Background: an optimization exercise with open tools, aiming at small area, a short achievable clock period and few clock cycles. Do not read the settings as production practice.
Function was checked by simulation only, so behaviour that the tests miss may differ from the original.

===== flow/run.sh =====
#!/bin/bash
# synth_recipe.tcl (not shown) runs the flow's synth.tcl, then flattens the netlist and writes it again
# the make line also repeats each setting of config.mk as NAME=value (left out here)
make -C /OpenROAD-flow-scripts/flow DESIGN_CONFIG=/design/flow/config.mk WORK_HOME=/design/flow/orfs CLKGATE_MAP_FILE= SYNTH_SCRIPT=/design/flow/synth_recipe.tcl finish

===== flow/config.mk =====
export PLATFORM = sky130hd
export DESIGN_NAME = ccdm_enc
export DESIGN_NICKNAME = ccdm_enc
export VERILOG_FILES = /design/flow/design.v
export SDC_FILE = /design/flow/constraint.sdc
export NUM_CORES = 4
export LEC_CHECK = 0
export CAP_MARGIN = 20
export CORE_MARGIN = 2
export CORE_UTILIZATION = 40
export PLACE_DENSITY = 0.6
export SLEW_MARGIN = 20

===== flow/constraint.sdc =====
create_clock -name core_clock -period 14.0 [get_ports {clk}]
set_input_delay 2.8000 -clock core_clock [delete_from_list [all_inputs] [get_ports {clk}]]
set_output_delay 2.8000 -clock core_clock [all_outputs]
set_load 0.01 [all_outputs]

===== flow/design.v =====
module ccdm_div (
    input  wire        clk,
    input  wire        rst,
    input  wire        start,
    input  wire [31:0] a,
    input  wire [31:0] d,
    output reg         busy,
    output reg         done,
    output reg  [31:0] q
);
    reg [31:0] rem;      
    reg [31:0] dr;       
    reg        nbit;     
    reg [5:0]  cnt;
    wire [32:0] shifted = {rem, nbit};
    wire [33:0] diff    = {1'b0, shifted} - {2'b00, dr};
    always @(posedge clk) begin
        done <= 1'b0;
        if (rst) begin
            busy <= 1'b0;
            cnt  <= 6'd0;
        end else if (start) begin
            rem  <= {1'b0, a[31:1]};
            nbit <= a[0];
            dr   <= d;
            q    <= 32'd0;
            cnt  <= 6'd32;
            busy <= 1'b1;
        end else if (busy) begin
            if (!diff[33]) begin
                rem <= diff[31:0];
                q   <= {q[30:0], 1'b1};
            end else begin
                rem <= shifted[31:0];
                q   <= {q[30:0], 1'b0};
            end
            nbit <= 1'b0;
            cnt  <= cnt - 6'd1;
            if (cnt == 6'd1) begin
                busy <= 1'b0;
                done <= 1'b1;
            end
        end
    end
endmodule
module ccdm_enc (
    input  wire         clk,
    input  wire         rst,
    input  wire         cmd_valid,
    output wire         cmd_ready,
    input  wire [1:0]   cmd_op,       
    input  wire         cmd_bit,
    input  wire [3:0]   cfg_k,        
    input  wire [127:0] cfg_comp,     
    output wire         sym_valid,
    input  wire         sym_ready,
    output wire [3:0]   sym_data,
    output reg          resp_valid,
    output wire [15:0]  resp_result,
    output wire [2:0]   mode,
    output wire [7:0]   err
);
    localparam KT = 4;                  
    localparam KR = 2;                  
    localparam NT = 32 / KT;            
    localparam NR = 32 / KR;            
    localparam [2:0] M_IDLE = 3'd0, M_ENC = 3'd1, M_ENC_DONE = 3'd2, M_FAULT = 3'd7;
    localparam [1:0] OP_INIT = 2'd0, OP_BIT = 2'd1, OP_FINAL = 2'd2, OP_SRESET = 2'd3;
    localparam [3:0] S_IDLE  = 4'd0,
                     S_PREF  = 4'd1,    
                     S_IVAL  = 4'd2,    
                     S_FIND  = 4'd3,    
                     S_TLOAD = 4'd4,    
                     S_TDIV  = 4'd5,    
                     S_SETUP = 4'd6,    
                     S_RESC  = 4'd7,    
                     S_RLAST = 4'd8,    
                     S_FTEST = 4'd9,    
                     S_FC    = 4'd10,   
                     S_FCMP  = 4'd11,   
                     S_FEND  = 4'd12,   
                     S_FDEC  = 4'd13,   
                     S_FLUSH = 4'd14;
    reg [3:0]  st;
    reg        fin;             
    reg [2:0]  md;
    reg        ecomp;           
    reg [12:0] R;               
    reg [12:0] ntot;
    reg [12:0] A [1:8];         
    reg [31:0] SL, SH;          
    reg [42:0] PL;              
    reg [43:0] PH;              
    reg [31:0] W;               
    reg [30:0] RL, RH;          
    reg        nbL, nbH;        
    reg [3:0]  sel;
    reg        pend;            
    reg [3:0]  cnt;
    reg        fa;              
    reg [3:0]  best_a, best_e;
    reg        ovf, kbad;
    integer i;
    wire [12:0] T = A[8];
    assign cmd_ready   = (st == S_IDLE);
    assign sym_valid   = pend;
    assign sym_data    = sel;
    assign resp_result = {3'b000, R};
    assign mode        = md;
    assign err         = {6'd0, md[2], ecomp};
    wire [43:0] X    = {1'b0, PL} + {31'd0, T};           
    wire [13:0] keyX = {X[43:31], |X[30:0]};
    wire [13:0] keyH = {PH[43:31], |PH[30:0]};
    wire [13:0] keyL = {1'b0, PL[42:31], |PL[30:0]};
    wire        flushm = (st == S_FEND) || (st == S_FLUSH);
    wire [13:0] keyG = flushm ? {R, 1'b1} : keyH;
    reg  [8:1]  ge;
    always @(*) begin
        for (i = 1; i <= 8; i = i + 1)
            ge[i] = ({A[i], 1'b0} >= keyG);
    end
    reg  [3:0]  sf;
    reg  [12:0] af;             
    always @(*) begin
        sf = 4'd8;
        for (i = 7; i >= 1; i = i - 1)
            if (ge[i]) sf = i[3:0];
        case (sf)
            4'd2: af = A[1];
            4'd3: af = A[2];
            4'd4: af = A[3];
            4'd5: af = A[4];
            4'd6: af = A[5];
            4'd7: af = A[6];
            4'd8: af = A[7];
            default: af = 13'd0;
        endcase
    end
    wire contain = ({af, 1'b0} < keyX);
    reg [12:0] am1, as0;
    always @(*) begin
        case (sel)
            4'd2: am1 = A[1];
            4'd3: am1 = A[2];
            4'd4: am1 = A[3];
            4'd5: am1 = A[4];
            4'd6: am1 = A[5];
            4'd7: am1 = A[6];
            4'd8: am1 = A[7];
            default: am1 = 13'd0;
        endcase
        case (sel)
            4'd1: as0 = A[1];
            4'd2: as0 = A[2];
            4'd3: as0 = A[3];
            4'd4: as0 = A[4];
            4'd5: as0 = A[5];
            4'd6: as0 = A[6];
            4'd7: as0 = A[7];
            default: as0 = A[8];
        endcase
    end
    wire [13:0] pre_sum = {1'b0, as0} + {1'b0, am1};
    wire [12:0] nsel    = as0 - am1;
    wire        ge_sel  = ({as0, 1'b0} >= keyH);
    wire        in_e    = (nsel != 13'd0) && (keyL <= {am1, 1'b0}) && ({am1, 1'b0} < keyH);
    wire        in_a    = (keyX <= {am1, 1'b0}) && !ge_sel;
    reg [11:0] tl, th;
    reg [12:0] txl, txh;
    reg [13:0] tdl, tdh;
    reg [KT-1:0] tql, tqh;
    always @(*) begin
        tl = RL[11:0];
        th = RH[11:0];
        for (i = KT - 1; i >= 0; i = i - 1) begin
            txl = {tl, (i == KT - 1) ? nbL : 1'b0};
            txh = {th, (i == KT - 1) ? nbH : 1'b0};
            tdl = {1'b0, txl} - {1'b0, T};
            tdh = {1'b0, txh} - {1'b0, T};
            tql[i] = !tdl[13];
            tqh[i] = !tdh[13];
            tl = tdl[13] ? txl[11:0] : tdl[11:0];
            th = tdh[13] ? txh[11:0] : tdh[11:0];
        end
    end
    wire [12:0] rsum = {1'b0, RL[11:0]} + {1'b0, RH[11:0]};
    wire        wc   = (rsum >= T);
    reg [30:0] rl, rh;
    reg [31:0] rxl, rxh;
    reg [32:0] rdl, rdh;
    reg [KR-1:0] rql, rqh;
    always @(*) begin
        rl = RL;
        rh = RH;
        for (i = KR - 1; i >= 0; i = i - 1) begin
            rxl = {rl, (i == KR - 1) ? nbL : 1'b0};
            rxh = {rh, (i == KR - 1) ? nbH : 1'b0};
            rdl = {1'b0, rxl} - {1'b0, W};
            rdh = {1'b0, rxh} - {1'b0, W};
            rql[i] = !rdl[32];
            rqh[i] = !rdh[32];
            rl = rdl[32] ? rxl[30:0] : rdl[30:0];
            rh = rdh[32] ? rxh[30:0] : rdh[30:0];
        end
    end
    wire [31:0] qlo = fin ? 32'd0 : PL[31:0];
    wire [31:0] nl  = SL - qlo;
    wire [31:0] nh  = SH - qlo;
    wire [14:0] hl = (SL[1] ? {1'b0, T, 1'b0} : 15'd0) + (SL[0] ? {2'b00, T} : 15'd0);
    wire [14:0] hh = (SH[1] ? {1'b0, T, 1'b0} : 15'd0) + (SH[0] ? {2'b00, T} : 15'd0);
    wire [42:0] pl_h = {PL[40:0], 2'b00} + {28'd0, hl};
    wire [43:0] ph_h = {PH[41:0], 2'b00} + {29'd0, hh};
    wire [32:0] smid = {1'b0, SL} + {1'b0, SH};
    wire [44:0] pmid = {2'b00, PL} + {1'b0, PH} - ((SL[0] ^ SH[0]) ? {32'd0, T} : 45'd0);
    reg [12:0] cin [1:8];
    reg        hi_in;
    always @(*) begin
        hi_in = 1'b0;
        for (i = 1; i <= 8; i = i + 1) begin
            cin[i] = (i <= cfg_k) ? cfg_comp[16*(i-1) +: 13] : 13'd0;
            if (i <= cfg_k && cfg_comp[16*(i-1)+13 +: 3] != 3'd0) hi_in = 1'b1;
        end
    end
    wire sym_free = !pend || sym_ready;      
    always @(posedge clk) begin
        resp_valid <= 1'b0;
        if (pend && sym_ready) pend <= 1'b0;
        if (rst) begin
            st     <= S_IDLE;
            md     <= M_IDLE;
            ecomp  <= 1'b0;
            R      <= 13'd0;
            pend   <= 1'b0;
            fin    <= 1'b0;
        end else begin
            case (st)
            S_IDLE: if (cmd_valid) begin
                resp_valid <= 1'b1;
                if (cmd_op == OP_SRESET) begin
                    md    <= M_IDLE;
                    ecomp <= 1'b0;
                    R     <= 13'd0;
                end else if (md == M_FAULT) begin
                end else if (cmd_op == OP_INIT) begin
                    resp_valid <= 1'b0;
                    for (i = 1; i <= 8; i = i + 1) A[i] <= cin[i];
                    ovf  <= hi_in;
                    kbad <= (cfg_k == 4'd0) || (cfg_k > 4'd8);
                    sel  <= 4'd2;
                    st   <= S_PREF;
                end else if (md != M_ENC) begin
                    md    <= M_FAULT;
                    ecomp <= 1'b0;
                    R     <= 13'd0;
                end else if (cmd_op == OP_BIT) begin
                    resp_valid <= 1'b0;
                    if (cmd_bit) begin
                        SL <= smid[32:1];
                        PL <= pmid[43:1];
                    end else begin
                        SH <= smid[32:1];
                        PH <= pmid[44:1];
                    end
                    R  <= 13'd0;
                    st <= S_FIND;
                end else begin
                    if (T == 13'd0) begin
                        R  <= ntot;
                        md <= M_ENC_DONE;
                    end else begin
                        resp_valid <= 1'b0;
                        R      <= 13'd0;
                        SL     <= 32'd0;
                        SH     <= 32'd0;
                        best_a <= 4'd0;
                        best_e <= 4'd0;
                        sel    <= 4'd1;
                        fin    <= 1'b1;
                        st     <= S_FTEST;
                    end
                end
            end
            S_PREF: begin
                A[sel] <= pre_sum[12:0];
                if (pre_sum[13]) ovf <= 1'b1;
                sel <= sel + 4'd1;
                if (sel == 4'd8) st <= S_IVAL;
            end
            S_IVAL: begin
                resp_valid <= 1'b1;
                st <= S_IDLE;
                if (kbad || ovf || T == 13'd0 || T > 13'd4096) begin
                    md    <= M_FAULT;
                    ecomp <= 1'b1;
                    R     <= 13'd0;
                end else begin
                    md   <= M_ENC;
                    R    <= 13'd0;
                    ntot <= T;
                    SL   <= 32'd0;
                    SH   <= 32'h8000_0000;
                    PL   <= 43'd0;
                    PH   <= {T, 31'd0};
                end
            end
            S_FIND: if (sym_free) begin
                if (T != 13'd0 && contain) begin
                    sel  <= sf;
                    pend <= 1'b1;
                    R    <= R + 13'd1;
                    fin  <= 1'b0;
                    st   <= S_TLOAD;
                end else begin
                    resp_valid <= 1'b1;
                    st <= S_IDLE;
                end
            end
            S_TLOAD: begin
                RL  <= {19'd0, am1[12:1]};
                nbL <= am1[0];
                RH  <= {19'd0, nsel[12:1]};
                nbH <= nsel[0];
                cnt <= 4'd0;
                st  <= S_TDIV;
            end
            S_TDIV: begin
                RL  <= {19'd0, tl};
                RH  <= {19'd0, th};
                nbL <= 1'b0;
                nbH <= 1'b0;
                W   <= {W[31-KT:0], tqh};
                if (!fin) PL[31:0] <= {PL[31-KT:0], tql};
                cnt <= cnt + 4'd1;
                if (cnt == NT - 1) st <= fin ? S_FC : S_SETUP;
            end
            S_SETUP: begin
                W   <= W + {31'd0, wc};
                RL  <= nl[31:1];
                nbL <= nl[0];
                RH  <= nh[31:1];
                nbH <= nh[0];
                for (i = 1; i <= 8; i = i + 1)
                    if (i >= sel) A[i] <= A[i] - 13'd1;
                cnt <= 4'd0;
                st  <= S_RESC;
            end
            S_RESC: begin
                RL  <= rl;
                RH  <= rh;
                nbL <= 1'b0;
                nbH <= 1'b0;
                SL  <= {SL[31-KR:0], rql};
                SH  <= {SH[31-KR:0], rqh};
                PL  <= (cnt == 4'd0) ? 43'd0 : pl_h;
                PH  <= (cnt == 4'd0) ? 44'd0 : ph_h;
                cnt <= cnt + 4'd1;
                if (cnt == NR - 1) st <= S_RLAST;
            end
            S_RLAST: begin
                PL <= pl_h;
                PH <= ph_h;
                st <= S_FIND;
            end
            S_FTEST: begin
                RL  <= {19'd0, am1[12:1]};
                nbL <= am1[0];
                RH  <= {19'd0, nsel[12:1]};
                nbH <= nsel[0];
                cnt <= 4'd0;
                fa  <= in_a;
                if (in_e) st <= S_TDIV;
                else if (sel == 4'd8) st <= S_FEND;
                else sel <= sel + 4'd1;
            end
            S_FC: begin
                W   <= W + {31'd0, wc};
                RL  <= nl[31:1];
                nbL <= nl[0];
                RH  <= nh[31:1];
                nbH <= nh[0];
                st  <= S_FCMP;
            end
            S_FCMP: begin
                if (fa && !rql[KR-1]) begin
                    SL     <= W;
                    best_a <= sel;
                end
                if (!rqh[KR-1]) begin
                    SH     <= W;
                    best_e <= sel;
                end
                if (sel == 4'd8) st <= S_FEND;
                else begin
                    sel <= sel + 4'd1;
                    st  <= S_FTEST;
                end
            end
            S_FEND: begin
                if (best_a != 4'd0)      sel <= best_a;
                else if (best_e != 4'd0) sel <= best_e;
                else                     sel <= sf;
                pend <= 1'b1;
                st   <= S_FDEC;
            end
            S_FDEC: begin
                for (i = 1; i <= 8; i = i + 1)
                    if (i >= sel) A[i] <= A[i] - 13'd1;
                st <= S_FLUSH;
            end
            S_FLUSH: if (sym_free) begin
                if (R != T) begin
                    sel  <= sf;
                    pend <= 1'b1;
                    R    <= R + 13'd1;
                end else begin
                    R  <= ntot;
                    md <= M_ENC_DONE;
                    resp_valid <= 1'b1;
                    st <= S_IDLE;
                end
            end
            default: st <= S_IDLE;
            endcase
        end
    end
endmodule

==> impl_metrics.yaml <==
sta:
  setup_violations: 0
  fin_skew_ns: 0.0472
  setup_slack_ns: 2.85
  hold_viol_final: 0
  fmax_mhz: 89.7
  rsz0062_at_grt: "no"
  fin_crit_ns: 11.15
  tightest_slew_ns: 1.23
  period_share_pct: 79.7
  setup_tns_ns: 0
  finalMaxSlewViolations: 0
  slew_headroom_pct: 17.6
clock_tree:
  root_buffer: "clkbuf_16"
  clk_pin_slew_ns: 0.07
  cts.sinks: 407
  cts.repair.resized: 0
  cts_buffers: 55
  post_cts_buffers: 0
  ctsHoldBuffers: 0
  cts_tree: "yes"
  cts_max_level: 2
  clockBufferDepth: 3
  clkLatencyLatePin_ns: 0.71
placement:
  dpl.hpwl_mm: 180
  io_buffers: 163
  place_congestion: 1.01
  dpl-instance-area_sq_um: 56700
  place_ws_ns: 2.77
logic_synthesis:
  ys_seq_area_share_pct: 22.6
  netlist_area_sq_um: 53100
  synth-xor-area-share_pct: 9.10
  yosys.area_share.simple_pct: 18.0
  ys_ff_latch: 407
  synth_edf_count: 383
  synth_compound_area_share_pct: 25.1
  synth.most_common_cell: "nand2_1"
  yosysTopAreaCellShare_pct: 21.7
  synthTopCellsByArea: "edfxtp_1, ha_1, xnor2_1"
  synth.mux.area_fraction_pct: 2.76
  synthCells: 6524
  post-synth-top-area-cell: "edfxtp_1"
  synthAdderAreaFrac_pct: 16.9
  synth.cells.most_frequent: "nand2_1, ha_1, a21oi_1"
  avgSynthCellArea_sq_um: 8.13
  yosys_warnings: 2
  ys_types: 111
  synth_top_family_by_area: "compound AO/OA/AOI/OAI gates"
  postSynth.asyncResetShare_pct: 0
  synthFlopType: "edfxtp_1"
cells_and_area:
  final_area_sq_um: 58700
  nets: 7380
  layout-drive-gt1-share_pct: 6.08
  synthToLayoutAreaGrowth_pct: 10.6
  regArea_sq_um: 12000
  n_fill_cell: 13100
  post-route-util_pct: 44.6
  multi_input_area_sq_um: 38400
routing:
  ant_nets: 0
  drtIter0Drc: 6237
  drt-total-wl_mm: 229
  drc: 0
  wl_per_cell_um: 27.3
  vias_per_cell: 6.37
  dr.pass1.iters: 11
  vias: 53300
global_route:
  grt_usage_pct: 32.4
  overflow: 0
  grt_max_degree: 98
  antenna_found_initial: 5
  grt_pass1_vias: 49600
  grt_pass1_wl_mm: 333
setup_path:
  crit_required_ns: 14.45
  cp_max_fo: 16
  crit_slowest_cell: "a21oi_1"
  critPathKind: "register to register"
  start_kind: "register"
  slowest_delay_ns: 0.77
  cp.arrival_ns: 11.61
  end_kind: "register"
worst_hold_path:
  hp-class: "register to register"
die:
  coreArea_sq_um: 132000
  die_h_um: 368
  initial_utilization_pct: 40.3
  dieArea_sq_um: 136000
  die_w_um: 368
  num_rows: 133
  num_io_pins: 173
status:
  status: "timing/DRC/antenna clean"
job:
  cap_viol_max_count: 0
## final timing paths
kind	start	slack [ns]	depth (start not counted)	to
hold / removal	ntot[11]	0.60	2	R[11]
hold reg to reg	ntot[11]	0.60	2	R[11]
setup reg to reg	A[8][2]	2.85	40	RH[5]
setup / recovery	A[8][2]	2.85	40	RH[5]
## worst max-delay path: cells and delay by family (launching register included)
family,cells,cell delay [ns]
buffers and inverters,4,0.72
flip-flops,1,0.70
AND/OR/NAND/NOR,6,1.35
multiplexers,1,0.30
AO/OA/AOI/OAI,25,6.59
adder cells (fa/ha/maj),4,1.25
## state kept, by name, indices dropped and copies added, names as in the netlist, 3 cells and up
register  flops
ntot         13
W            32
PL           43
cnt           4
best_a        4
SL           32
R            13
A           104
RL           31
SH           32
RH           31
md            3
sel           4
st            4
PH           44
best_e        4
## stage by stage
step / hold WS [ns] / std cells
final: 0.597 / 8367
after global routing: 0.613 / 8363
after CTS: 0.600 / 8362
after detailed placement: 0.583 / 8258
after global placement: 0.571 / 8258
after floorplan: 0.452 / 6532
## layout make-up
class	instances	share of cell area, %
sequential	407	20.4
tap	1755	3.74
clock inverter	42	0.904
inverter	444	2.84
clock buffer	62	2.44
multi-input combinational	5377	65.4
antenna	5	0.0213
timing repair buffer	275	4.23
## cells by family after synthesis
family,after synthesis
multiplexers,133
adder cells (fa/ha/maj),689
AND/OR/NAND/NOR,2003
other,1
flip-flops,407
AO/OA/AOI/OAI,1992
XOR/XNOR,551
buffers and inverters,748
## routing by layer
layer | routed length, um | global-route usage [%] | vias to the layer above
li1 | - | - | 24200
met1 | 95600 | 44.1 | 25700
met2 | 98600 | 49.8 | 2838
met3 | 22500 | 5.80 | 469
met4 | 11800 | 14.9 | 4
met5 | 59 | 0 | -
## layout by cell type, fill, tap and decap left out, types with 39 or more instances in the layout
cell	n
o31ai_1	47
inv_1	441
nand2b_1	81
clkbuf_16	55
or3_1	47
o21ai_0	425
nor2_1	463
xnor2_1	398
mux2_2	79
o21a_1	77
mux2i_1	46
nor4_1	51
o22ai_1	41
nor2b_1	78
a211oi_1	39
nand2_1	644
a222oi_1	54
edfxtp_1	383
o21bai_1	45
o221ai_1	39
nand3_1	188
buf_4	111
ha_1	629
a31oi_1	73
nor3_1	142
xor2_1	151
fa_1	52
a22oi_1	104
and3_1	64
a311oi_1	42
a21o_1	211
clkdlybuf4s50_1	162
nand4_1	78
and2_1	52
a21oi_1	469
Testbench counts, summed over its fixed seeds: cycles 204,442.

[re-timing with driven ports]
Ports are ideal in the flow. The routed layout listed here was re-timed in OpenROAD. Step 1, drivers: a clkbuf_16 drives clk and a buf_2 each remaining input, both assumed. Step 2 times the ports against the registers' clock, not the clock port: input delays grow and output delays shrink by t, the midpoint of the rising clock arrivals with the driver on. Three values: ideal, step 1, step 2; two values: the first two.
t (ns): 0.760
slack for setup (ns): 2.846 / 2.846 / 2.846
worst hold slack (ns): 0.597 / 0.597 / 0.597
worst setup path after step 2: register to register
clock arrival spread, ns: 0.047 / 0.047
After both steps setup and hold are still met in this run. For this run, drivers alone change the setup slack by 0.000 ns; drivers and shift together by 0.000 ns.
